This design comes from an exercise in tuning for small area on the open sky130 flow, not from production work. The RTL was checked by simulation tests, not by an equivalence proof against the original design. Power figures rest on the tool's default switching activity, not on a simulated workload.

### design/flow/design.v
module pgrf (
    input  wire        clk,
    input  wire        rst,
    input  wire        req_valid,
    output wire        req_ready,
    input  wire [31:0] req_cmd,
    input  wire [63:0] req_data,
    output wire        rsp_valid,
    input  wire        rsp_ready,
    output wire [1:0]  rsp_status,
    output wire [63:0] rsp_data
);
    localparam [7:0] OPC_CLR   = 8'h01;
    localparam [7:0] OPC_GET   = 8'h02;
    localparam [7:0] OPC_SET   = 8'h03;
    localparam [7:0] OPC_GRAV  = 8'h04;
    localparam [7:0] OPC_GPASS = 8'h05;
    localparam [7:0] OPC_XPOSE = 8'h06;
    localparam [7:0] OPC_RDLO  = 8'h07;
    localparam [7:0] OPC_RDHI  = 8'h08;
    localparam [1:0] ST_OK      = 2'd0;
    localparam [1:0] ST_ERR_ARG = 2'd1;
    localparam [1:0] ST_ERR_OPC = 2'd2;
    localparam [1:0] ST_ERR_RSV = 2'd3;
    localparam [1:0] PH_IDLE = 2'd0;
    localparam [1:0] PH_BUSY = 2'd1;
    localparam [1:0] PH_RESP = 2'd2;
    reg [1:0]  phase;
    reg [63:0] lo, hi;           
    reg [31:0] cmd_q;            
    reg [63:0] data_q;           
    reg [1:0]  rsp_status_q;
    reg [63:0] rsp_data_q;
    reg [2:0]  row_q;            
    reg [5:0]  moves_q;          
    reg [3:0]  passes_q;         
    assign req_ready  = (phase == PH_IDLE) && !rst;
    assign rsp_valid  = (phase == PH_RESP);
    assign rsp_status = rsp_status_q;
    assign rsp_data   = rsp_data_q;
    wire accept = req_valid && req_ready;
    wire take   = rsp_valid && rsp_ready;
    wire [7:0] opc   = cmd_q[7:0];
    wire [7:0] f_row = cmd_q[15:8];
    wire [7:0] f_col = cmd_q[23:16];
    wire [7:0] f_val = cmd_q[31:24];
    wire opc_legal  = (opc >= OPC_CLR) && (opc <= OPC_RDHI);
    wire rsv_bad    = (opc == OPC_GET) ? (f_val != 8'd0)
                    : (opc == OPC_SET) ? 1'b0
                    : (cmd_q[31:8] != 24'd0);
    wire arg_bad    = (opc == OPC_GET) ? (f_row >= 8'd8 || f_col >= 8'd8)
                    : (opc == OPC_SET) ? (f_row >= 8'd8 || f_col >= 8'd8 || f_val >= 8'd4)
                    : 1'b0;
    wire [1:0] dec_status = !opc_legal ? ST_ERR_OPC
                          : rsv_bad    ? ST_ERR_RSV
                          : arg_bad    ? ST_ERR_ARG
                          :              ST_OK;
    wire dec_ok   = (dec_status == ST_OK);
    wire is_grav  = dec_ok && (opc == OPC_GRAV);
    wire is_gpass = dec_ok && (opc == OPC_GPASS);
    wire [5:0] cell_idx = {f_row[2:0], f_col[2:0]};
    function [63:0] delta_swap;
        input [63:0] m;
        input [63:0] k;
        input integer d;
        reg   [63:0] t;
        begin
            t = k & (m ^ (m << d));
            delta_swap = m ^ t ^ (t >> d);
        end
    endfunction
    wire [63:0] x1 = delta_swap(data_q, 64'h5500550055005500, 7);
    wire [63:0] x2 = delta_swap(x1,     64'h3333000033330000, 14);
    wire [63:0] xpose_out = delta_swap(x2, 64'h0f0f0f0f00000000, 28);
    wire [63:0] occ = lo | hi;
    reg  [63:0] src;             
    reg  [3:0]  step_moves;
    reg         below_full;
    reg         found;
    integer     c, r;
    always @(*) begin
        src = 64'd0;
        step_moves = 4'd0;
        below_full = 1'b1;
        found = 1'b0;
        for (c = 0; c < 8; c = c + 1) begin
            below_full = 1'b1;
            for (r = 0; r < 7; r = r + 1)
                if (r < row_q && !occ[r*8 + c])
                    below_full = 1'b0;
            if (!occ[row_q*8 + c] && below_full) begin
                found = 1'b0;
                for (r = 1; r < 8; r = r + 1)
                    if (r > row_q && !found && occ[r*8 + c]) begin
                        src[r*8 + c] = 1'b1;
                        found = 1'b1;
                    end
                if (found)
                    step_moves = step_moves + 4'd1;
            end
        end
    end
    wire [63:0] lo_step = (lo & ~src) | ((lo & src) >> 8);
    wire [63:0] hi_step = (hi & ~src) | ((hi & src) >> 8);
    wire [5:0]  pass_moves = moves_q + {2'b00, step_moves};
    wire        last_row   = (row_q == 3'd6);
    always @(posedge clk) begin
        if (rst) begin
            phase    <= PH_IDLE;
            lo       <= 64'd0;
            hi       <= 64'd0;
            row_q    <= 3'd0;
            moves_q  <= 6'd0;
            passes_q <= 4'd0;
        end else begin
            case (phase)
            PH_IDLE: begin
                if (accept) begin
                    cmd_q    <= req_cmd;
                    data_q   <= req_data;
                    row_q    <= 3'd0;
                    moves_q  <= 6'd0;
                    passes_q <= 4'd0;
                    phase    <= PH_BUSY;
                end
            end
            PH_BUSY: begin
                if (is_grav || is_gpass) begin
                    lo <= lo_step;
                    hi <= hi_step;
                    if (!last_row) begin
                        row_q   <= row_q + 3'd1;
                        moves_q <= pass_moves;
                    end else if (is_gpass) begin
                        rsp_status_q <= ST_OK;
                        rsp_data_q   <= {58'd0, pass_moves};
                        phase        <= PH_RESP;
                    end else if (pass_moves == 6'd0) begin
                        rsp_status_q <= ST_OK;
                        rsp_data_q   <= {60'd0, passes_q};
                        phase        <= PH_RESP;
                    end else begin
                        row_q    <= 3'd0;
                        moves_q  <= 6'd0;
                        passes_q <= passes_q + 4'd1;
                    end
                end else begin
                    rsp_status_q <= dec_status;
                    rsp_data_q   <= 64'd0;
                    phase        <= PH_RESP;
                    if (dec_ok) begin
                        case (opc)
                        OPC_CLR: begin
                            lo <= 64'd0;
                            hi <= 64'd0;
                        end
                        OPC_GET:
                            rsp_data_q <= {62'd0, hi[cell_idx], lo[cell_idx]};
                        OPC_SET: begin
                            lo[cell_idx] <= f_val[0];
                            hi[cell_idx] <= f_val[1];
                        end
                        OPC_XPOSE:
                            rsp_data_q <= xpose_out;
                        OPC_RDLO:
                            rsp_data_q <= lo;
                        OPC_RDHI:
                            rsp_data_q <= hi;
                        default: ;
                        endcase
                    end
                end
            end
            PH_RESP: begin
                if (take)
                    phase <= PH_IDLE;
            end
            default:
                phase <= PH_IDLE;
            endcase
        end
    end
endmodule
### design/flow/run.sh
#!/bin/bash
# synth_recipe.tcl (not shown) runs the flow's synth.tcl, then flattens the netlist and writes it again
# the make line also repeats each setting of config.mk as NAME=value (left out here)
make -C /OpenROAD-flow-scripts/flow DESIGN_CONFIG=/design/flow/config.mk WORK_HOME=/design/flow/orfs CLKGATE_MAP_FILE= SYNTH_SCRIPT=/design/flow/synth_recipe.tcl finish
### design/flow/config.mk
export PLATFORM = sky130hd
export DESIGN_NAME = pgrf
export DESIGN_NICKNAME = pgrf
export VERILOG_FILES = /design/flow/design.v
export SDC_FILE = /design/flow/constraint.sdc
export NUM_CORES = 4
export LEC_CHECK = 0
export CAP_MARGIN = 20
export CORE_MARGIN = 2
export CORE_UTILIZATION = 40
export PLACE_DENSITY = 0.6
export SLEW_MARGIN = 20
### design/flow/constraint.sdc
create_clock -name core_clock -period 12.0 [get_ports {clk}]
set_input_delay 2.4000 -clock core_clock [delete_from_list [all_inputs] [get_ports {clk}]]
set_output_delay 2.4000 -clock core_clock [all_outputs]
set_load 0.01 [all_outputs]
==> run summary <==
[cell type report]
class,instances,area share (%)
diodes,1,0.0111
clock buffers,43,4.27
clock inverters,19,1.13
inverters,23,0.396
multi-input cells,1617,47.4
flip-flops and latches,305,34.4
well taps,607,3.38
repair buffers,214,9.05
[metal layers]
layer  track usage [%]  vias up  wire length, µm
met3              7.35      231             9160
met4              15.0        2             3940
met1              45.3     9267            33900
li1                  -     8213                -
met5                 0        -               12
met2              49.8     1244            35500
[critical path: cells and delay by family (launching register included)]
family / cells / cell delay, ns
compound gates: 13 / 2.44
xor+xnor: 3 / 0.52
fa+ha+maj: 6 / 1.86
buf+inv: 4 / 0.51
flops: 1 / 0.85
mux: 2 / 0.62
simple gates: 12 / 3.38
[logic make-up (layout without fill, tap and decap cells)]
| group | Yosys count | count (layout) | synth area share, % |
|---|---|---|---|
| and+or+nand+nor | 800 | 800 | 19.3 |
| buffers and inverters | 177 | 299 | 3.63 |
| xor gates and xnor gates | 31 | 31 | 1.54 |
| AOI/OAI and AO/OA | 639 | 639 | 23.3 |
| adders and majority gates | 17 | 17 | 1.16 |
| other | 0 | 1 | 0 |
| muxes | 130 | 130 | 10.5 |
| DFF | 305 | 305 | 40.7 |
[state kept, by name (all words and copies together) (netlist names)]
name	flops
cmd_q	32
data_q	64
hi	64
lo	64
moves_q	6
passes_q	4
phase	2
row_q	3
rsp_data_q	64
rsp_status_q	2
[placed cells by master, fill, tap and decap left out, drive strengths merged, types with 19 or more instances in the layout]
master | netlist | final
mux4 | 48 | 48
nor3 | 100 | 100
dfxtp | 143 | 143
a22oi | 248 | 248
a21oi | 83 | 83
nor2 | 341 | 341
clkbuf | 122 | 43
mux2 | 66 | 66
o22a | 37 | 37
xnor2 | 19 | 19
buf | 32 | 48
nor4 | 29 | 29
nand2 | 161 | 161
o21ai | 118 | 118
nand3 | 43 | 43
a211oi | 24 | 24
inv | 22 | 23
edfxtp | 162 | 162
clkdlybuf4s50 | 0 | 166
[worst max-delay path by stage]
stage / from / to
6_report: row_q[0] / rsp_data_q[63]
5_1_grt: row_q[0] / rsp_data_q[31]
4_1_cts: row_q[0] / rsp_data_q[31]
3_5_place_dp: row_q[0] / rsp_data_q[63]
3_3_place_gp: row_q[0] / rsp_data_q[31]
2_1_floorplan: row_q[2] / rsp_data_q[0]
[metrics by stage]
step / util, % / std cells / hold slack [ns]
floorplan: - / 2099 / 0.436
CTS: 48.1 / 2827 / 0.466
global route: 48.1 / 2828 / 0.511
global placement: 45.5 / 2765 / 0.450
detailed placement: 45.5 / 2765 / 0.459
finish: 48.1 / 2829 / 0.465
[where the power goes]
part | internal [W] | switching, W | leakage, nW
sequential | 0.00112 | 0.0000118 | 2.64
clock | 0.000699 | 0.000458 | 0.587
combinational | 0.0000682 | 0.0000991 | 3.77
==> results.py <==
metrics = {
    "power_and_ir_drop": {
        "leakage_nw": 7.00,
        "ir_drop_mv": 0.0676,
        "power.density_nw_per_um2": 109,
        "power_w": 0.00246,
    },
    "timing": {
        "fin_worst_skew_ns": 0.0219,
        "setup_viol": 0,
        "period_minus_slack_ns": 10.54,
        "final.setup.tns_ns": 0,
        "worst_pin_slew_ns": 1.29,
        "finalCritPeriodShare_pct": 87.8,
        "rsz0062_at_grt": "false",
        "max_freq_mhz": 94.9,
        "hold_violations": 0,
        "drv_slew": 0,
        "slew-limit-headroom_pct": 14.1,
        "worst_slack_ns": 1.46,
    },
    "layout": {
        "seqCellArea_um2": 7730,
        "area_growth_pct": 18.3,
        "num-fill-cells": 4456,
        "multi_input_comb_area_um2": 10600,
        "drive_gt1_share_pct": 11.9,
        "finish.instance_area_um2": 22500,
        "nets": 2314,
    },
    "floorplan": {
        "chipWidth_um": 222,
        "core_area_um2": 46700,
        "die_y_um": 222,
        "dieArea_um2": 49200,
        "row_count": 79,
        "io_pins": 168,
        "start_util_pct": 40.7,
    },
    "global_route": {
        "antenna_found_initial": 3,
        "grt_max_degree": 77,
        "first_global_vias": 18200,
        "grtUsageTotal_pct": 33.0,
        "overflow": 0,
        "grt_pass1_wl_um": 122000,
    },
    "clock_network": {
        "hold_buffers": 0,
        "htree_levels": 2,
        "cts_tree": "yes",
        "worst_skew_pair.late_latency_ns": 0.56,
        "post-cts-setup-buffers": 0,
        "cts_resized": 0,
        "cts.sinks": 305,
        "cts-buffers-inserted": 36,
        "clk_pin_slew_ns": 0.06,
        "cts_root_buf": "clkbuf_16",
        "clk_path_buf_depth": 3,
    },
    "yosys": {
        "syn-num-nets": 2216,
        "syn_avg_cell_area_um2": 9.04,
        "ys.flop_type": "edfxtp_1",
        "yosys.area.top_type": "edfxtp_1",
        "synth_most_common_cell": "nor2_1",
        "synthTopCellsByCount": "339 x nor2_1, 248 x a22oi_1, 162 x edfxtp_1, 161 x nand2_1, 143 x dfxtp_1",
        "yosysWarnings": 1,
        "synth_edf_count": 162,
        "syn_area_um2": 19000,
        "synthDistinctLibCells": 76,
        "async_flop_share_pct": 0,
        "synth_top_area_share_pct": 25.6,
        "ys_seq_elements": 305,
        "yosysSeqAreaShare_pct": 40.7,
        "synth_area_leaders": "edfxtp_1 26%, dfxtp_1 15%, a22oi_1 9.8%",
        "syn_inst": 2099,
    },
    "worst_setup_path": {
        "cp_max_fo": 36,
        "crit_path_end_kind": "flop",
        "r2r_cells": 40,
        "crit_arrival_ns": 10.77,
        "worstSetupStartpointType": "flop",
        "cp_common_cell": "ha_1",
        "r2r_end": "rsp_data_q[63]",
        "reg2reg_slack_ns": 1.46,
        "max_stage_delay_ns": 0.85,
        "crit_required_ns": 12.23,
        "reg2reg_from": "row_q[0]",
        "setup.worst_path.class": "reg -> reg",
        "crit_slowest_cell": "dfxtp_1",
    },
    "place": {
        "placed_area_um2": 21200,
        "hpwl_um": 58000,
        "pre_cts_slack_ns": 1.67,
        "place_congestion": 0.994,
        "port_buffers": 167,
    },
    "routing": {
        "drtIter0Drc": 2483,
        "drtPass1Iterations": 9,
        "drc": 0,
        "wl_per_cell_um": 29.1,
        "via_per_inst": 6.70,
        "ant_nets": 0,
        "wirelength_um": 82400,
        "vias": 19000,
    },
    "worst_hold_path": {
        "hold_end": "moves_q[0]",
        "hold_path_depth": 2,
        "hp-start": "moves_q[0]",
        "hold_path.class": "reg -> reg",
    },
    "job": {
        "max-cap-violations": 0,
    },
    "outcome": {
        "status": "no timing/DRC/antenna violations",
    },
}

==> static timing again, ports no longer ideal <==
How much do the figures lean on ideal ports? The routed layout below was timed once more, with nothing changed but the port constraints.
Step 1 assumes that a clkbuf_16 drives the clock port and a buf_2 every other input.
Step 2 times the ports against the registers' clock, not the clock port: input delays grow and output delays shrink by t, the midpoint of the rising clock arrivals with the driver on.
a / b / c = ideal / step 1 / step 2; a / b = the first two.
t (ns): 0.604
slack for setup (ns): 1.462 / 1.462 / 1.462
hold WS [ns]: 0.465 / 0.465 / 0.465
worst register clock-pin slew, ns: 0.07 / 0.07
After both steps this run still meets setup and hold. For this run, drivers alone change the setup slack by 0.000 ns; drivers and shift together by 0.000 ns.
